Background: an optimization exercise with open tools, aiming at small area, a short achievable clock period and few clock cycles per item. Do not read the settings as production practice.
In this exercise RTL edits were held to simulation tests only and were not proved equivalent to the original.
Power figures rest on the tool's default switching activity, not on a simulated workload.

File: design/flow/config.mk
export PLATFORM = sky130hd
export DESIGN_NAME = comlynx_arbiter
export DESIGN_NICKNAME = comlynx_arbiter
export VERILOG_FILES = /design/flow/design.v
export SDC_FILE = /design/flow/constraint.sdc
export NUM_CORES = 4
export LEC_CHECK = 0
export CAP_MARGIN = 20
export CORE_MARGIN = 2
export CORE_UTILIZATION = 40
export SLEW_MARGIN = 20
File: design/flow/constraint.sdc
create_clock -name core_clock -period 10.0 [get_ports {clk}]
set_input_delay 2.0000 -clock core_clock [delete_from_list [all_inputs] [get_ports {clk}]]
set_output_delay 2.0000 -clock core_clock [all_outputs]
set_load 0.01 [all_outputs]
File: design/flow/design.v
module comlynx_arbiter #(
    parameter N_NODES = 24,
    parameter BUF_CAP = 32
) (
    input  wire        clk,
    input  wire        rst,         
    input  wire        cmd_valid,
    output wire        cmd_ready,
    input  wire [31:0] cmd_data,
    input  wire        cmd_last,
    output reg         rsp_valid,
    input  wire        rsp_ready,
    output reg  [15:0] rsp_data
);
    localparam SW = (N_NODES > 1) ? $clog2(N_NODES) : 1;    
    localparam LW = $clog2(BUF_CAP + 1);                       
    localparam IW = (BUF_CAP > 1) ? $clog2(BUF_CAP) : 1;      
    localparam [N_NODES-1:0] ALL_MASK = {N_NODES{1'b1}};
    localparam [7:0] OP_CONFIGURE      = 8'h01;
    localparam [7:0] OP_CONFIGURE_MODE = 8'h02;
    localparam [7:0] OP_SET_INT_ENABLE = 8'h03;
    localparam [7:0] OP_SEND           = 8'h10;
    localparam [7:0] OP_RECV           = 8'h11;
    localparam [7:0] OP_SEND_BREAK     = 8'h12;
    localparam [7:0] OP_IS_RX_READY    = 8'h20;
    localparam [7:0] OP_IS_TX_READY    = 8'h21;
    localparam [7:0] OP_IS_TX_EMPTY    = 8'h22;
    localparam [7:0] OP_IS_RX_BRK      = 8'h23;
    localparam [7:0] OP_IS_IRQ         = 8'h24;
    localparam [7:0] OP_GET_SERCTL     = 8'h25;
    localparam [7:0] OP_HAS_FRAME      = 8'h30;
    localparam [7:0] OP_HAS_OVERRUN    = 8'h31;
    localparam [7:0] OP_HAS_PARITY     = 8'h32;
    localparam [7:0] OP_HAS_ANY        = 8'h33;
    localparam [7:0] OP_RESET_ERRORS   = 8'h34;
    localparam [7:0] OP_PARITY_EVEN    = 8'h40;
    localparam [7:0] OP_PARITY_ODD     = 8'h41;
    localparam [7:0] OP_PARITY         = 8'h42;
    localparam [7:0] OP_CHECKSUM       = 8'h43;
    localparam [2:0] F_NONE           = 3'd0;
    localparam [2:0] F_ILLEGAL_OPCODE = 3'd1;
    localparam [2:0] F_RESERVED_FIELD = 3'd2;
    localparam [2:0] F_NODE_RANGE     = 3'd3;
    localparam [2:0] F_NOT_CONFIGURED = 3'd4;
    localparam [2:0] F_RECV_EMPTY     = 3'd6;
    reg               cfg_configured;
    reg               cfg_enabled;
    reg               cfg_even;
    reg [N_NODES-1:0] n_ovr;
    reg [N_NODES-1:0] n_par;
    reg [N_NODES-1:0] n_frm;
    reg [N_NODES-1:0] n_brk;
    reg [N_NODES-1:0] n_rxie;
    reg [N_NODES-1:0] n_txie;
    reg [SW-1:0]      b_sender  [0:BUF_CAP-1];
    reg [7:0]         b_payload [0:BUF_CAP-1];
    reg [BUF_CAP-1:0] b_xpar;
    reg [N_NODES-1:0] b_rcpt    [0:BUF_CAP-1];
    reg [LW-1:0]      b_len;
    reg [2:0]         fault;
    reg               in_list;       
    reg               list_sum;      
    reg [7:0]         sum_acc;
    reg               evicting;      
    assign cmd_ready = in_list | (~rsp_valid & ~evicting);
    wire cmd_fire   = cmd_valid & cmd_ready;
    wire first_beat = cmd_fire & ~in_list;
    wire list_beat  = cmd_fire & in_list;
    wire [7:0] op   = cmd_data[31:24];
    wire [4:0] node = cmd_data[20:16];
    wire [SW-1:0] k = node[SW-1:0];
    reg        op_known;
    reg [31:0] op_mask;
    reg        takes_node;
    reg        is_bus;
    always @(*) begin
        op_known   = 1'b1;
        op_mask    = 32'hFFE0FFFF;
        takes_node = 1'b1;
        is_bus     = 1'b1;
        case (op)
            OP_CONFIGURE, OP_CONFIGURE_MODE: begin
                op_mask    = 32'hFFFFFFFC;
                takes_node = 1'b0;
            end
            OP_SET_INT_ENABLE: op_mask = 32'hFFE0FF3F;
            OP_SEND:           op_mask = 32'hFFE0FF00;
            OP_RECV, OP_SEND_BREAK, OP_IS_RX_READY, OP_IS_TX_READY, OP_IS_TX_EMPTY,
            OP_IS_RX_BRK, OP_IS_IRQ, OP_GET_SERCTL, OP_HAS_FRAME, OP_HAS_OVERRUN,
            OP_HAS_PARITY, OP_HAS_ANY, OP_RESET_ERRORS:
                               op_mask = 32'hFFE0FFFF;
            OP_PARITY_EVEN, OP_PARITY_ODD: begin
                op_mask    = 32'hFFFFFF00;
                takes_node = 1'b0;
                is_bus     = 1'b0;
            end
            OP_PARITY: begin
                op_mask    = 32'hFFFFFE00;
                takes_node = 1'b0;
                is_bus     = 1'b0;
            end
            OP_CHECKSUM: begin
                op_mask    = 32'hFFFFFFFF;
                takes_node = 1'b0;
                is_bus     = 1'b0;
            end
            default: begin
                op_known   = 1'b0;
                takes_node = 1'b0;
                is_bus     = 1'b0;
            end
        endcase
    end
    wire is_cfg = (op == OP_CONFIGURE) | (op == OP_CONFIGURE_MODE);
    reg [BUF_CAP-1:0] unread;       
    reg [BUF_CAP-1:0] sent_by_k;    
    reg [IW-1:0]      first_idx;    
    reg               has_unread;
    integer i;
    always @(*) begin
        for (i = 0; i < BUF_CAP; i = i + 1) begin
            unread[i]    = (i < b_len) && !b_rcpt[i][k];
            sent_by_k[i] = (i < b_len) && (b_sender[i] == k);
        end
        has_unread = |unread;
        first_idx  = {IW{1'b0}};
        for (i = BUF_CAP - 1; i >= 0; i = i - 1)
            if (unread[i]) first_idx = i[IW-1:0];
    end
    wire [7:0] fu_payload = b_payload[first_idx];
    wire       fu_xpar    = b_xpar[first_idx];
    wire       tx_ready   = (b_len < BUF_CAP);
    wire       tx_empty   = ~|sent_by_k;
    wire fu_recheck  = cfg_enabled ? (cfg_even ? (^fu_payload)    : ~(^fu_payload))    : cfg_even;
    wire new_xpar    = cfg_enabled ? (cfg_even ? (^cmd_data[7:0]) : ~(^cmd_data[7:0])) : cfg_even;
    wire par_mismatch = has_unread & (fu_recheck != fu_xpar);
    reg [2:0] new_fault;
    always @(*) begin
        new_fault = F_NONE;
        if (!op_known)
            new_fault = F_ILLEGAL_OPCODE;
        else if ((cmd_data & op_mask & 32'h00FFFFFF) != 32'd0)
            new_fault = F_RESERVED_FIELD;
        else if (takes_node && (node >= N_NODES))
            new_fault = F_NODE_RANGE;
        else if (is_bus && !is_cfg && !cfg_configured)
            new_fault = F_NOT_CONFIGURED;
        else if ((op == OP_RECV) && !has_unread)
            new_fault = F_RECV_EMPTY;
    end
    wire exec = first_beat & (fault == F_NONE) & (new_fault == F_NONE);
    reg [15:0] exec_rsp;
    always @(*) begin
        exec_rsp = 16'h0000;
        case (op)
            OP_SEND:        exec_rsp = {15'd0, tx_ready};
            OP_RECV:        exec_rsp = {8'h00, fu_payload};
            OP_IS_RX_READY: exec_rsp = {15'd0, has_unread};
            OP_IS_TX_READY: exec_rsp = tx_ready ? 16'h0001 : 16'h0100;
            OP_IS_TX_EMPTY: exec_rsp = {15'd0, tx_empty};
            OP_IS_RX_BRK:   exec_rsp = {15'd0, n_brk[k]};
            OP_IS_IRQ:      exec_rsp = {15'd0, (n_rxie[k] & has_unread) | (n_txie[k] & tx_ready)};
            OP_GET_SERCTL:  exec_rsp = {8'h00, tx_ready, has_unread, tx_empty,
                                        n_par[k] | par_mismatch, n_ovr[k], n_frm[k],
                                        n_brk[k], has_unread & fu_xpar};
            OP_HAS_FRAME:   exec_rsp = {15'd0, n_frm[k]};
            OP_HAS_OVERRUN: exec_rsp = {15'd0, n_ovr[k]};
            OP_HAS_PARITY:  exec_rsp = {15'd0, n_par[k]};
            OP_HAS_ANY:     exec_rsp = {15'd0, n_frm[k] | n_ovr[k] | n_par[k]};
            OP_PARITY_EVEN: exec_rsp = {15'd0, ^cmd_data[7:0]};
            OP_PARITY_ODD:  exec_rsp = {15'd0, ~^cmd_data[7:0]};
            OP_PARITY:      exec_rsp = {15'd0, cmd_data[8] ? (^cmd_data[7:0]) : ~(^cmd_data[7:0])};
            OP_CHECKSUM:    exec_rsp = 16'h00FF;
            default:        exec_rsp = 16'h0000;
        endcase
    end
    wire [2:0]  rsp_fault  = (fault != F_NONE) ? fault : new_fault;
    wire [15:0] first_rsp  = (rsp_fault != F_NONE) ? {1'b1, rsp_fault, 12'h000} : exec_rsp;
    wire [7:0]  sum_next   = sum_acc - cmd_data[7:0];
    always @(posedge clk) begin
        if (rst) begin
            rsp_valid <= 1'b0;
            rsp_data  <= 16'h0000;
            in_list   <= 1'b0;
            list_sum  <= 1'b0;
            sum_acc   <= 8'hFF;
        end else begin
            if (rsp_valid && rsp_ready)
                rsp_valid <= 1'b0;
            if (first_beat) begin
                rsp_data <= first_rsp;
                list_sum <= exec && (op == OP_CHECKSUM);
                sum_acc  <= 8'hFF;
                if (cmd_last)
                    rsp_valid <= 1'b1;
                else
                    in_list <= 1'b1;
            end else if (list_beat) begin
                sum_acc <= sum_next;
                if (cmd_last) begin
                    in_list   <= 1'b0;
                    rsp_valid <= 1'b1;
                    if (list_sum)
                        rsp_data <= {8'h00, sum_next};
                end
            end
        end
    end
    always @(posedge clk) begin
        if (rst) begin
            cfg_configured <= 1'b0;
            cfg_enabled    <= 1'b0;
            cfg_even       <= 1'b0;
            fault          <= F_NONE;
            n_ovr          <= {N_NODES{1'b0}};
            n_par          <= {N_NODES{1'b0}};
            n_frm          <= {N_NODES{1'b0}};
            n_brk          <= {N_NODES{1'b0}};
            n_rxie         <= {N_NODES{1'b0}};
            n_txie         <= {N_NODES{1'b0}};
        end else begin
            if (first_beat && fault == F_NONE && new_fault != F_NONE)
                fault <= new_fault;
            if (exec) begin
                case (op)
                    OP_CONFIGURE: begin
                        cfg_configured <= 1'b1;
                        cfg_enabled    <= cmd_data[1];
                        cfg_even       <= cmd_data[0];
                    end
                    OP_CONFIGURE_MODE: begin
                        cfg_configured <= 1'b1;
                        cfg_enabled    <= ~cmd_data[1];
                        cfg_even       <= cmd_data[0];
                    end
                    OP_SET_INT_ENABLE: begin
                        n_txie[k] <= cmd_data[7];
                        n_rxie[k] <= cmd_data[6];
                    end
                    OP_SEND:
                        if (!tx_ready) n_ovr[k] <= 1'b1;
                    OP_SEND_BREAK:
                        n_brk <= {N_NODES{1'b1}};
                    OP_IS_RX_BRK:
                        n_brk[k] <= 1'b0;
                    OP_IS_RX_READY, OP_GET_SERCTL:
                        if (par_mismatch) n_par[k] <= 1'b1;
                    OP_IS_IRQ:
                        if (n_rxie[k] && par_mismatch) n_par[k] <= 1'b1;
                    OP_RESET_ERRORS: begin
                        n_ovr[k] <= 1'b0;
                        n_par[k] <= 1'b0;
                        n_frm[k] <= 1'b0;
                    end
                    default: ;
                endcase
            end
        end
    end
    wire do_send = exec && (op == OP_SEND) && tx_ready;
    wire do_recv = exec && (op == OP_RECV);
    wire do_pop  = evicting && (b_len != 0) && (b_rcpt[0] == ALL_MASK);
    always @(posedge clk) begin
        if (rst) begin
            b_len    <= {LW{1'b0}};
            evicting <= 1'b0;
        end else begin
            if (do_send)
                b_len <= b_len + 1'b1;
            else if (do_pop)
                b_len <= b_len - 1'b1;
            if (do_recv)
                evicting <= (first_idx == {IW{1'b0}});
            else if (evicting && !do_pop)
                evicting <= 1'b0;
        end
    end
    always @(posedge clk) begin
        if (do_pop) begin
            for (i = 0; i < BUF_CAP - 1; i = i + 1) begin
                b_sender[i]  <= b_sender[i+1];
                b_payload[i] <= b_payload[i+1];
                b_xpar[i]    <= b_xpar[i+1];
                b_rcpt[i]    <= b_rcpt[i+1];
            end
        end else if (do_send) begin
            b_sender[b_len[IW-1:0]]  <= k;
            b_payload[b_len[IW-1:0]] <= cmd_data[7:0];
            b_xpar[b_len[IW-1:0]]    <= new_xpar;
            b_rcpt[b_len[IW-1:0]]    <= {{(N_NODES-1){1'b0}}, 1'b1} << k;
        end else if (do_recv) begin
            b_rcpt[first_idx][k] <= 1'b1;
        end
    end
endmodule
File: design/flow/run.sh
#!/bin/bash
# synth_recipe.tcl (not shown) runs the flow's synth.tcl, then flattens the netlist and writes it again
# the make line also repeats each setting of config.mk as NAME=value (left out here)
make -C /OpenROAD-flow-scripts/flow DESIGN_CONFIG=/design/flow/config.mk WORK_HOME=/design/flow/orfs CLKGATE_MAP_FILE= SYNTH_SCRIPT=/design/flow/synth_recipe.tcl finish
==> run notes <==
* Outcome: no timing/DRC/antenna violations
* H-Tree Depth at 4
* Top cells by area, synth: edfxtp_1 (46%), o21ai_0 (12%), o31ai_1 (7.1%)
* Fin Hold WS at 0.445 ns
* Syn Area/Cell at 10.0 µm²
* Die width at 450 µm
* Avg WL per Cell at 27.1 µm
* Synth area leader: edfxtp_1
* Crit path from: cmd_data[16]
* Finished Core Util at 44.3%
* Worst path arrival time at 9.39 ns
* Fin area at 87600 µm²
* Gr usage total at 26.4%
* Core area at 198000 µm²
* Setup crit start kind: input port
* CTS clock-pin slew for the worst setup and hold paths at 0.06 ns
* Final Max Tran Viols at 0
* Yosys cell types at 96
* Kind of critical path: in2reg
* Placer Congestion at 0.986
* Final-report setup violation count at 0
* Placed cell area at 82600 µm²
* P_leak at 28.2 nW
* CTS buffer count at 156
* DR DRC count at 0
* Period utilization at 86.7%
* Least-Margin Pin Slew at 1.15 ns
* Power density over the cells at 143 nW/µm²
* Switch Pwr at 2.91 mW
* Highest clock rate at 115 MHz
* Via/cell ratio at 6.43
* DR iter-0 viols at 8916
* Combinational power share at 4.5%
* Dpl ws at 0.705 ns
* Clock Path Buffers at 3
* Pwr Total at 12.5 mW
* Fin. Hold Viols at 0
* Count leader, synth: o21ai_0
* Via count at 65800
* Row count at 163
* # IOs at 55
* Met2 wire len at 125000 µm
* Post-route antenna net violation count at 0
* Slew HR at 22.7%
* Post_cts resized at 0
* Die H at 450 µm
* Wl on met1 at 114000 µm
* Final HPWL DP at 185000 µm
* Post-synthesis instance total at 7939
* Sequential power share at 49.9%
* Largest net degree at the start of global routing at 311
* CP max FO at 60
* IR drop worst, VDD at 0.185 mV
* Fraction of layout cells with a size suffix above 1 at 11.7%
* Final setup TNS at 0 ns
* GRT overflow at 0
* Fraction of registers with async set/reset at 0%
* Clk sinks at 1397
* Post-synth EDFFs at 1216
* Worst min-delay path class: reg2reg
* Placed Instances at 9946
* Synthesis Warnings at 1
* Synth top area share at 45.8%
* CP required at 10.71 ns
* Top layer in use: met4
* Final wirelength at 277000 µm
* Synth cell count leaders: o21ai_0 (1964), edfxtp_1 (1216), clkbuf_1 (857)
* Primary FF master, synth: edfxtp_1
* Setup WS post-layout at 1.33 ns
* Crit path time final at 8.67 ns
* Die area at 203000 µm²
* Initial antenna violation count at 4
* Post-synthesis sequential area ratio at 50.4%
* Crit. End Element: flip-flop
* MaxCap Viol Count at 0
* Mapped cell area at 79700 µm²
* CTS tree: built
* RSZ-0062 raised after global routing: no
* Input/output buffers at 51
* First-pass GRT wire length at 409000 µm
* Met3 routed WL at 25000 µm
* DR pass1 iterations at 8
* Clock latency on the worst-skew pair at 0.83 ns
* Clock share of power at 45.6%
* Pint at 9.62 mW
* Layout Skew at 0.0381 ns
* Sw Ratio at 23.2%
* Reg2reg start: b_len[0]$_SDFFE_PP0P_
* # nets final at 7525
* Post-CTS setup buffer count at 0
* Synthesized flop and latch total at 1397
* # hold bufs at CTS at 0
* Root buffer cell: clkbuf_16
* Fin cells at 10200
* Initial core utilization at 40.3%
* Layout area overhead at 9.91%
* Number of global-route vias before repair at 60700
[cell usage in the layout (no fill, tap or decap), types with 44 or more instances in the layout]
cell type        instances
nor2_1                 182
o31ai_1                757
clkbuf_16              159
edfxtp_1              1216
xnor2_1                106
o21ai_0               1964
mux2i_1                214
nand2_1                706
mux4_2                 164
and2_1                  51
nand4_1                 63
a22oi_1                 79
inv_1                   47
mux2_2                 109
and3_1                  55
xor2_1                  89
clkdlybuf4s50_1         44
nand3_1                167
buf_4                  255
a21oi_1                213
nor3_1                  57
dfxtp_1                181
nor2b_1                 54
[worst max-delay path, cell delays in order]
cell and delay (ns):
buf_8 0.54, buf_4 0.29, mux4_2 0.53, a22oi_1 0.49, nor2_1 0.22, a2111oi_2 0.45, nor2_1 0.19, a311oi_2 0.24
buf_4 0.21, o211a_2 0.44, buf_4 0.32, o21ai_0 0.16, a32o_1 0.31, nor4b_1 0.38, o2111ai_1 0.22, buf_4 0.18
and3_1 0.19, o211a_1 0.22, or3b_1 0.36, mux2i_2 0.36, xnor2_1 0.22, o21ai_2 0.22, buf_12 0.19, nand3_1 0.09
o21ai_0 0.19
[state kept, by name (all words and copies together), names as in the netlist, named ones only]
register / count
cfg_configured: 1
n_rxie: 24
list_sum: 1
cfg_even: 1
b_xpar: 32
cfg_enabled: 1
n_frm: 24
n_txie: 24
n_brk: 24
fault: 3
evicting: 1
b_len: 6
in_list: 1
b_sender: 160
b_payload: 256
rsp_valid: 1
b_rcpt: 768
sum_acc: 8
rsp_data: 13
[final cells by class]
type | instances | area [µm²]
Fill cell | 18500 | 110000
Sequential cell | 1397 | 40100
Multi-Input combinational cell | 5518 | 35900
Clock buffer | 199 | 4140
Tap cell | 2640 | 3300
Timing Repair Buffer | 344 | 3240
Clock inverter | 78 | 721
Inverter | 51 | 191
Antenna cell | 4 | 10.0
[power groups by stage]
stage / registers [mW] / clock network (mW) / logic, mW
detailed placement: 6.38 / 0 / 0.555
global route: 6.25 / 5.97 / 0.587
finish: 6.25 / 5.72 / 0.567
global placement: 6.38 / 0 / 0.554
floorplan: 6.38 / 0 / 0.332
CTS: 6.25 / 5.75 / 0.557
[final timing paths]
path | slack, ns | cells after the start | end
worst max register to register | 1.94 | 25 | flip-flop
worst min-delay path | 0.45 | 2 | flip-flop
worst max-delay path | 1.33 | 25 | flip-flop
worst min register to register | 0.45 | 2 | flip-flop
[cells by family after synthesis]
group	synth area share (%)
AOI/OAI and AO/OA	24.3
and+or+nand+nor	8.74
DFF	50.4
buffers and inverters	5.25
muxes	8.88
xor gates and xnor gates	2.17
adders and majority gates	0.323
other	0.00470
[metal layers]
metal / up-vias / track usage (%)
li1: 29300 / -
met1: 32600 / 36.8
met2: 3353 / 40.5
met3: 596 / 4.39
met4: 0 / 11.6
met5: - / 0
Testbench counts, summed over its fixed seeds: cycles 24,725, cmds 12,000.

what the ideal ports hide:
In the flow no input, the clock included, has a driving cell. The finished layout below was timed again as built, in two steps. Step 1 sets driving cells, clkbuf_16 on the clock port and buf_2 on the other inputs (assumed; they add their load-dependent delay and slew). Step 2 adds t to the input delays and takes it off the output delays; t is the mean of the earliest and latest rising clock arrival at the registers after step 1. Input paths then give back, and output paths get back, about the clock's delay inside the block. Slacks: ideal ports / drivers / drivers and shift; pairs: ideal ports / drivers.
t, ns: 0.894
setup WS [ns]: 1.327 / 1.364 / 0.470
hold slack, ns: 0.445 / 0.445 / 0.445
After both steps this run still meets setup and hold. For this run, drivers alone change the setup slack by +0.037 ns; drivers and shift together by -0.857 ns.
